Background: an optimization exercise with open tools, aiming at small area, a short achievable clock period and few clock cycles per item. Do not read the settings as production practice. The RTL was checked by simulation tests, not by an equivalence proof against the original design.

## flow/design.v (module list and top-level ports; edited modules follow where they fit)
// module sb_xor: 1 lines
// module sb_xnor: 1 lines
// module sb_and: 1 lines
// module aes_sbox: 141 lines
// module aes_sbox_k: 146 lines
// module aes_dec_mix: 257 lines
// module aes_enc_mix: 174 lines
// module aes256_cbc: 206 lines
module aes256_cbc #(
  parameter [127:0] IV0 = 128'h0102030405060708090a0b0c0d0e0f10
) (
  input  wire         clk,
  input  wire         rst,         
  input  wire         in_valid,
  output wire         in_ready,
  input  wire [1:0]   in_op,
  input  wire         in_first,
  input  wire [127:0] in_data,
  input  wire [255:0] in_key,
  output wire         out_valid,
  input  wire         out_ready,
  output wire [127:0] out_data,
  output wire [1:0]   out_err
);
  // ...
==> flow/run.sh <==
#!/bin/bash
# synth_recipe.tcl (not shown) runs the flow's synth.tcl, then flattens the netlist and writes it again
# the make line also repeats each setting of config.mk as NAME=value (left out here)
make -C /OpenROAD-flow-scripts/flow DESIGN_CONFIG=/design/flow/config.mk WORK_HOME=/design/flow/orfs CLKGATE_MAP_FILE= SYNTH_SCRIPT=/design/flow/synth_recipe.tcl finish
==> flow/config.mk <==
export PLATFORM = sky130hd
export DESIGN_NAME = aes256_cbc
export DESIGN_NICKNAME = aes256_cbc
export VERILOG_FILES = /design/flow/design.v
export SDC_FILE = /design/flow/constraint.sdc
export NUM_CORES = 8
export LEC_CHECK = 0
export CAP_MARGIN = 20
export CORE_MARGIN = 2
export CORE_UTILIZATION = 45
export PLACE_DENSITY = 0.6
export SETUP_SLACK_MARGIN = 3
export SLEW_MARGIN = 20
export SYNTH_HIERARCHICAL = 1
export SYNTH_MINIMUM_KEEP_SIZE = 0
==> flow/constraint.sdc <==
create_clock -name core_clock -period 11.0 [get_ports {clk}]
set_input_delay 2.2000 -clock core_clock [delete_from_list [all_inputs] [get_ports {clk}]]
set_output_delay 2.2000 -clock core_clock [all_outputs]
set_load 0.01 [all_outputs]
==> flow_summary.html, run 1 <==
<table>
<tr><th>Metric</th><th>Value</th></tr>
<tr><th colspan="2">Synth</th></tr>
<tr><td>Predominant post-synthesis flop cell</td><td>sky130_fd_sc_hd__edfxtp_1</td></tr>
<tr><td>Cell area after synthesis</td><td>110,000 um2</td></tr>
<tr><td>Portion of synthesized cell area occupied by the leading cell type</td><td>29.0%</td></tr>
<tr><td>Seq cells post-synth</td><td>1,296</td></tr>
<tr><td>Mean instance size in the synthesized netlist</td><td>around 9.4 um2</td></tr>
<tr><td>Warnings, synthesis</td><td>7</td></tr>
<tr><td>Sequential element share of the synthesized area</td><td>30.7%</td></tr>
<tr><td>Most frequent cells after synthesis</td><td>sky130_fd_sc_hd__xor2_1, sky130_fd_sc_hd__xnor2_1, sky130_fd_sc_hd__nor2_1, sky130_fd_sc_hd__edfxtp_1, sky130_fd_sc_hd__nand2_1</td></tr>
<tr><th colspan="2">GRT</th></tr>
<tr><td>Aggregate global routing overflow</td><td>0</td></tr>
<tr><td>Met1 usage in global routing</td><td>50.3%</td></tr>
<tr><td>Grt met3 use</td><td>8.82%</td></tr>
<tr><th colspan="2">Detailed routing</th></tr>
<tr><td>Via total after detailed routing</td><td>86,201</td></tr>
<tr><td>Wirelength, routed</td><td>489 mm</td></tr>
<tr><th colspan="2">Final layout</th></tr>
<tr><td>Fraction of area in registers</td><td>between 20 and 30%</td></tr>
<tr><td>Multi-input gate share of total cell area</td><td>58.7%</td></tr>
<tr><td>Multi-input comb cells</td><td>9,311</td></tr>
<tr><td>Top Registers</td><td>k0: 256 flops, kn: 256 flops, w: 256 flops</td></tr>
<tr><td>Layout Area Growth over Synthesis</td><td>13.6%</td></tr>
<tr><td>Cell group occupying the most layout area</td><td>multi-input gates</td></tr>
<tr><th colspan="2">Placed design</th></tr>
<tr><td>Placed insts</td><td>14,704</td></tr>
<tr><td>Pre-CTS worst setup slack</td><td>between 2 and 2.5 ns</td></tr>
<tr><td>Placed Area</td><td>117,000 um2</td></tr>
<tr><th colspan="2">STA</th></tr>
<tr><td>Worst slew pin tran</td><td>1.30 ns</td></tr>
<tr><td>Setup skew after layout</td><td>0.0664 ns</td></tr>
<tr><th colspan="2">Worst setup path</th></tr>
<tr><td>Total buffers and inverters traversed by the critical path</td><td>0</td></tr>
<tr><td>Worst Setup EP</td><td>w[22]</td></tr>
<tr><td>CP arrival</td><td>approximately 8.5 ns</td></tr>
<tr><td>Capture instance of the worst register-to-register path</td><td>w[22]</td></tr>
<tr><td>Setup Crit Path Kind</td><td>reg2reg</td></tr>
<tr><th colspan="2">Clock tree</th></tr>
<tr><td>Clock Tree Root</td><td>sky130_fd_sc_hd__clkbuf_16</td></tr>
<tr><th colspan="2">Status</th></tr>
<tr><td>Status</td><td>complete, no violations</td></tr>
</table>
Testbench counts, summed over its fixed seeds: cycles 11,896, items 842.
==> run 2: changes to the inputs <==
--- a/flow/config.mk
+++ b/flow/config.mk
@@ -9,7 +9,7 @@
 export CORE_MARGIN = 2
 export CORE_UTILIZATION = 45
 export PLACE_DENSITY = 0.6
-export SETUP_SLACK_MARGIN = 3
+export SETUP_SLACK_MARGIN = 2.5
 export SLEW_MARGIN = 20
 export SYNTH_HIERARCHICAL = 1
 export SYNTH_MINIMUM_KEEP_SIZE = 0
==> run 2 against run 1 <==
Against the previous run: still clean; critical path depth up 2; global-route usage down 0.28 points; register-to-register slack worse by 0.52 ns; worst setup slack worse by 0.52 ns; sequential cell count unchanged; maximum frequency down 6.3%; die area unchanged; non-clock buffer count down 3; first-iteration DRC count down 2.6%; count of clock-buffer cells in the layout down 23; critical path type unchanged; largest cell class unchanged.
==> flow_summary.html, run 2 <==
<table>
<tr><th>Metric</th><th>Value</th></tr>
<tr><th colspan="2">Synth</th></tr>
<tr><td>Mean instance size in the synthesized netlist</td><td>9.38 um2 (unchanged)</td></tr>
<tr><td>Number of flops mapped to enable cells by yosys</td><td>779 (unchanged)</td></tr>
<tr><td>Predominant post-synthesis flop cell</td><td>sky130_fd_sc_hd__edfxtp_1 (unchanged)</td></tr>
<tr><td>Synth async-reset ratio</td><td>0% (unchanged)</td></tr>
<tr><td>Warnings, synthesis</td><td>7 (unchanged)</td></tr>
<tr><td>Sequential element share of the synthesized area</td><td>30.7% (unchanged)</td></tr>
<tr><td>Most area-consuming cells after synthesis</td><td>sky130_fd_sc_hd__xor2_1, sky130_fd_sc_hd__edfxtp_1, sky130_fd_sc_hd__dfxtp_1 (unchanged)</td></tr>
<tr><td>Portion of synthesized cell area occupied by the leading cell type</td><td>29.0% (unchanged)</td></tr>
<tr><td>Count leader, synth</td><td>sky130_fd_sc_hd__xor2_1 (unchanged)</td></tr>
<tr><td>Cell area after synthesis</td><td>110,000 um2 (unchanged)</td></tr>
<tr><td>Number of different library cells in the post-synthesis netlist</td><td>76 (unchanged)</td></tr>
<tr><td>Seq cells post-synth</td><td>1,296 (unchanged)</td></tr>
<tr><td>Library cell with the largest summed area after synthesis</td><td>sky130_fd_sc_hd__xor2_1 (unchanged)</td></tr>
<tr><td>Most frequent cells after synthesis</td><td>sky130_fd_sc_hd__xor2_1, sky130_fd_sc_hd__xnor2_1, sky130_fd_sc_hd__nor2_1, sky130_fd_sc_hd__edfxtp_1, sky130_fd_sc_hd__nand2_1 (unchanged)</td></tr>
<tr><td>Net count after synthesis</td><td>12,107 (unchanged)</td></tr>
<tr><td>Post-Synthesis Cells</td><td>11,711 (unchanged)</td></tr>
<tr><th colspan="2">Detailed routing</th></tr>
<tr><td>Average wire per cell in the routed design</td><td>32.3 um (was 32.5 um)</td></tr>
<tr><td>Wirelength, routed</td><td>484 mm (was 489 mm)</td></tr>
<tr><td>Drt pass-1 iters</td><td>6 (unchanged)</td></tr>
<tr><td>Post-DRT Antenna Nets</td><td>0 (unchanged)</td></tr>
<tr><td>Detailed-route DRC error count</td><td>0 (unchanged)</td></tr>
<tr><td>Drt initial violations</td><td>9,537 (was 9,793)</td></tr>
<tr><td>Post-detailed-route via-to-cell ratio</td><td>5.70 (was 5.74)</td></tr>
<tr><td>Via total after detailed routing</td><td>85,628 (was 86,201)</td></tr>
<tr><th colspan="2">STA</th></tr>
<tr><td>Number of slew-limit violations in the final report</td><td>0 (unchanged)</td></tr>
<tr><td>Period Utilization, post-route</td><td>74.8% (was 70.1%)</td></tr>
<tr><td>Maximum clock frequency</td><td>122 MHz (was 130 MHz)</td></tr>
<tr><td>Tmin final</td><td>8.23 ns (was 7.71 ns)</td></tr>
<tr><td>RSZ-0062 raised after global routing</td><td>true (unchanged)</td></tr>
<tr><td>Worst slack on hold paths</td><td>0.432 ns (was 0.421 ns)</td></tr>
<tr><td>Final setup viols</td><td>0 (unchanged)</td></tr>
<tr><td>Setup skew after layout</td><td>0.0576 ns (was 0.0664 ns)</td></tr>
<tr><td>Worst slew pin tran</td><td>1.29 ns (was 1.30 ns)</td></tr>
<tr><td>Setup TNS after final layout</td><td>0 ns (unchanged)</td></tr>
<tr><td>Final hold violation count</td><td>0 (unchanged)</td></tr>
<tr><td>Headroom to the max-slew limit</td><td>11.7% (was 11.1%)</td></tr>
<tr><th colspan="2">Worst setup path</th></tr>
<tr><td>Gate family responsible for the most delay along the worst path</td><td>XOR/XNOR gates (unchanged)</td></tr>
<tr><td>CP arrival</td><td>8.74 ns (was 8.50 ns)</td></tr>
<tr><td>Worst setup EP type</td><td>flip-flop (unchanged)</td></tr>
<tr><td>Depth of the most critical reg-to-reg path</td><td>26 (was 24)</td></tr>
<tr><td>WP depth</td><td>26 (was 24)</td></tr>
<tr><td>Library cell appearing most often on the critical path</td><td>sky130_fd_sc_hd__xor2_1 (unchanged)</td></tr>
<tr><td>Critical Path RT</td><td>11.51 ns (was 11.79 ns)</td></tr>
<tr><td>Master of the slowest instance on the critical path</td><td>sky130_fd_sc_hd__dfxtp_1 (unchanged)</td></tr>
<tr><td>Total buffers and inverters traversed by the critical path</td><td>1 (was 0)</td></tr>
<tr><td>Maximum fanout along the worst path</td><td>14 (was 8)</td></tr>
<tr><td>Setup Crit Path Kind</td><td>reg2reg (unchanged)</td></tr>
<tr><td>Startpoint type of the worst setup path</td><td>flip-flop (unchanged)</td></tr>
<tr><td>Critical path's largest stage delay</td><td>0.53 ns (was 0.85 ns)</td></tr>
<tr><th colspan="2">Placed design</th></tr>
<tr><td>Port-buffer cells</td><td>522 (unchanged)</td></tr>
<tr><td>Routability cong.</td><td>1.05 (was 1.01)</td></tr>
<tr><td>Placed wire-length estimate</td><td>371 mm (was 372 mm)</td></tr>
<tr><th colspan="2">Floorplan</th></tr>
<tr><td>Top-Level Pins</td><td>523 (unchanged)</td></tr>
<tr><td>Die Width</td><td>498 um (unchanged)</td></tr>
<tr><td>Area enclosed by the die boundary</td><td>248,000 um2 (unchanged)</td></tr>
<tr><td>Initial Utilization</td><td>45.2% (unchanged)</td></tr>
<tr><td>Y dimension of the die</td><td>498 um (unchanged)</td></tr>
<tr><td>Core box area</td><td>243,000 um2 (unchanged)</td></tr>
<tr><td>Row count</td><td>181 (unchanged)</td></tr>
<tr><th colspan="2">Flow run</th></tr>
<tr><td>Max capacitance violation total</td><td>0 (unchanged)</td></tr>
<tr><th colspan="2">Final layout</th></tr>
<tr><td>Most frequent standard cell in the layout excluding fill and tap cells</td><td>sky130_fd_sc_hd__xor2_1 (unchanged)</td></tr>
<tr><td>Net count of the finished layout</td><td>12,064 (was 12,070)</td></tr>
<tr><td>Layout Area Growth over Synthesis</td><td>12.4% (was 13.6%)</td></tr>
<tr><td>Top Registers</td><td>k0: 256 flops, kn: 256 flops, w: 256 flops (unchanged)</td></tr>
<tr><td>Fraction of final layout cells sized beyond drive strength 1</td><td>9.16% (was 10.2%)</td></tr>
<tr><td>Top library cells by usage in the layout, fill and taps aside</td><td>sky130_fd_sc_hd__xor2_1, sky130_fd_sc_hd__nor2_1, sky130_fd_sc_hd__xnor2_1 (unchanged)</td></tr>
<tr><th colspan="2">GRT</th></tr>
<tr><td>Grt met3 use</td><td>11.1% (was 8.82%)</td></tr>
<tr><td>Antenna violations before repair</td><td>47 (was 39)</td></tr>
<tr><td>Vias in the first global route</td><td>83,922 (was 83,648)</td></tr>
<tr><td>Aggregate global-route resource usage</td><td>37.8% (was 38.1%)</td></tr>
<tr><td>Aggregate global routing overflow</td><td>0 (unchanged)</td></tr>
<tr><td>Met2 track demand over resource</td><td>56.5% (was 56.2%)</td></tr>
<tr><td>Maximum number of pins on one net before global-route repair</td><td>210 (was 235)</td></tr>
<tr><td>GR peak layer</td><td>met2 (unchanged)</td></tr>
<tr><td>Met1 usage in global routing</td><td>48.3% (was 50.3%)</td></tr>
<tr><td>First-pass GRT wire length</td><td>662 mm (was 666 mm)</td></tr>
<tr><th colspan="2">Clock tree</th></tr>
<tr><td>Cts bufs inserted</td><td>155 (was 158)</td></tr>
<tr><td>Clock-pin slew of the registers on the worst-case setup and hold paths</td><td>0.06 ns (about the same)</td></tr>
<tr><td>Largest buffer count on any clock path</td><td>3 (unchanged)</td></tr>
<tr><td>Clock tree from TritonCTS</td><td>done (unchanged)</td></tr>
<tr><td>Sink count of the clock tree</td><td>1,296 (unchanged)</td></tr>
<tr><td>Clock Tree Root</td><td>sky130_fd_sc_hd__clkbuf_16 (unchanged)</td></tr>
<tr><td>H-tree Lvls</td><td>4 (unchanged)</td></tr>
<tr><td>Worst-skew pair later-pin latency</td><td>0.85 ns (was 0.87 ns)</td></tr>
<tr><td>Number of hold buffers added after CTS</td><td>0 (unchanged)</td></tr>
<tr><th colspan="2">Hold path</th></tr>
<tr><td>Class of the tightest hold or removal check</td><td>reg2reg (unchanged)</td></tr>
<tr><td>Hold depth</td><td>0 (unchanged)</td></tr>
<tr><th colspan="2">Status</th></tr>
<tr><td>Status</td><td>complete, no violations (unchanged)</td></tr>
</table>
run 2: cell types whose count changed in the layout (fill, tap and decap cells not counted), sizes merged:
cell,previous run,this run
buf,345,342
bufinv,16,20
clkbuf,212,189
clkinv,44,54
clkinvlp,13,16
diode,17,11
inv,49,54
run 2: layout make-up:
type                    instances  area, um2
well taps                    3202       4010
flip-flops and latches       1296      33700
repair buffers                862       7980
inverters                      42        176
clock inverters               102       1380
clock buffers                 189       4150
diodes                         11       27.5
multi-input cells            9311      72000
fillers                     22478     120000
run 2: Yosys stat by module (local to each module, per instance):
module	flops+latches	cells
aes256_cbc	1296	7187
aes_dec_mix	0	32
aes_enc_mix	0	32
aes_sbox	0	8
aes_sbox_k	0	8
sb_and	0	1
sb_xnor	0	1
sb_xor	0	1
run 2: per-stage QoR:
step                instance area, um2  cells  utilization, %  worst slack [ns]
global placement                117000  14709            48.1              1.72
global route                    123000  15009            50.8              2.31
CTS                             123000  15001            50.5              2.42
detailed placement              117000  14709            48.1              1.89
finish                          123000  15015            50.8              2.77
floorplan                       110000  11711               -              2.54
run 2: path summary, 6_finish.rpt:
path | start | to | slack [ns]
setup / recovery | state[44] | state[118] | 2.77
hold / removal | w[80] | kn[80] | 0.43
setup reg to reg | state[44] | state[118] | 2.77
hold reg to reg | w[80] | kn[80] | 0.43
run 2: timing repair:
action / in CTS / in global routing
setup buffers: 1 / 3
setup endpoints to repair: 40 / 125
resized for setup: 19 / 96
pin swaps: 1 / 4
cloned: 0 / 0
run 2: worst register-to-register path: stages, from the launching register on:
cell and delay (ns):
sky130_fd_sc_hd__dfxtp_1 0.53, sky130_fd_sc_hd__xor2_1 0.44, sky130_fd_sc_hd__xor2_1 0.45, sky130_fd_sc_hd__xor2_1 0.30, sky130_fd_sc_hd__and2_1 0.18, sky130_fd_sc_hd__xor2_1 0.26, sky130_fd_sc_hd__xor2_1 0.20, sky130_fd_sc_hd__xor2_1 0.39
sky130_fd_sc_hd__xor2_1 0.26, sky130_fd_sc_hd__xor2_1 0.20, sky130_fd_sc_hd__xor2_1 0.36, sky130_fd_sc_hd__xor2_1 0.30, sky130_fd_sc_hd__xor2_1 0.20, sky130_fd_sc_hd__and2_1 0.16, sky130_fd_sc_hd__xor2_1 0.41, sky130_fd_sc_hd__xor2_2 0.39
sky130_fd_sc_hd__xnor2_2 0.15, sky130_fd_sc_hd__buf_4 0.31, sky130_fd_sc_hd__xor2_2 0.37, sky130_fd_sc_hd__xor2_1 0.49, sky130_fd_sc_hd__xor2_1 0.31, sky130_fd_sc_hd__xor2_1 0.21, sky130_fd_sc_hd__xnor2_1 0.09, sky130_fd_sc_hd__mux2i_1 0.27
sky130_fd_sc_hd__nor2_1 0.08, sky130_fd_sc_hd__a31oi_1 0.18, sky130_fd_sc_hd__o311ai_0 0.39
run 2: per-layer routing:
layer / vias up / share of wire [%]
li1: 38182 / -
met1: 42108 / 40
met2: 4319 / 42
met3: 1001 / 10
met4: 18 / 7.2
met5: - / 0.027
run 2: logic make-up after synthesis:
logic type | share of synthesized area, %
simple gates | 11.3
xor+xnor | 37.8
flops | 30.7
mux | 6.45
compound gates | 8.24
fa+ha+maj | 0.0570
buf+inv | 5.43

what the ideal ports hide:
No port has a modelled driver above. Below, the same layouts with a new extraction and two added sets of constraints. Step 1 assumes that a clkbuf_16 drives the clock port and a buf_2 every other input. Step 2 moves the port delays by t, midway between the first and last clock arrival at a register: inputs arrive t later, outputs are due t later. That takes back most of the time a late clock gives input paths. Three values: ideal, step 1, step 2; two values: the first two.
run | t (ns) | setup slack, ns | worst setup path at the end
run 1 | 0.936 | 3.294 / 3.294 / 3.294 | register to register
run 2 | 0.932 | 2.773 / 2.773 / 2.773 | register to register
After both steps every run listed still meets setup and hold.
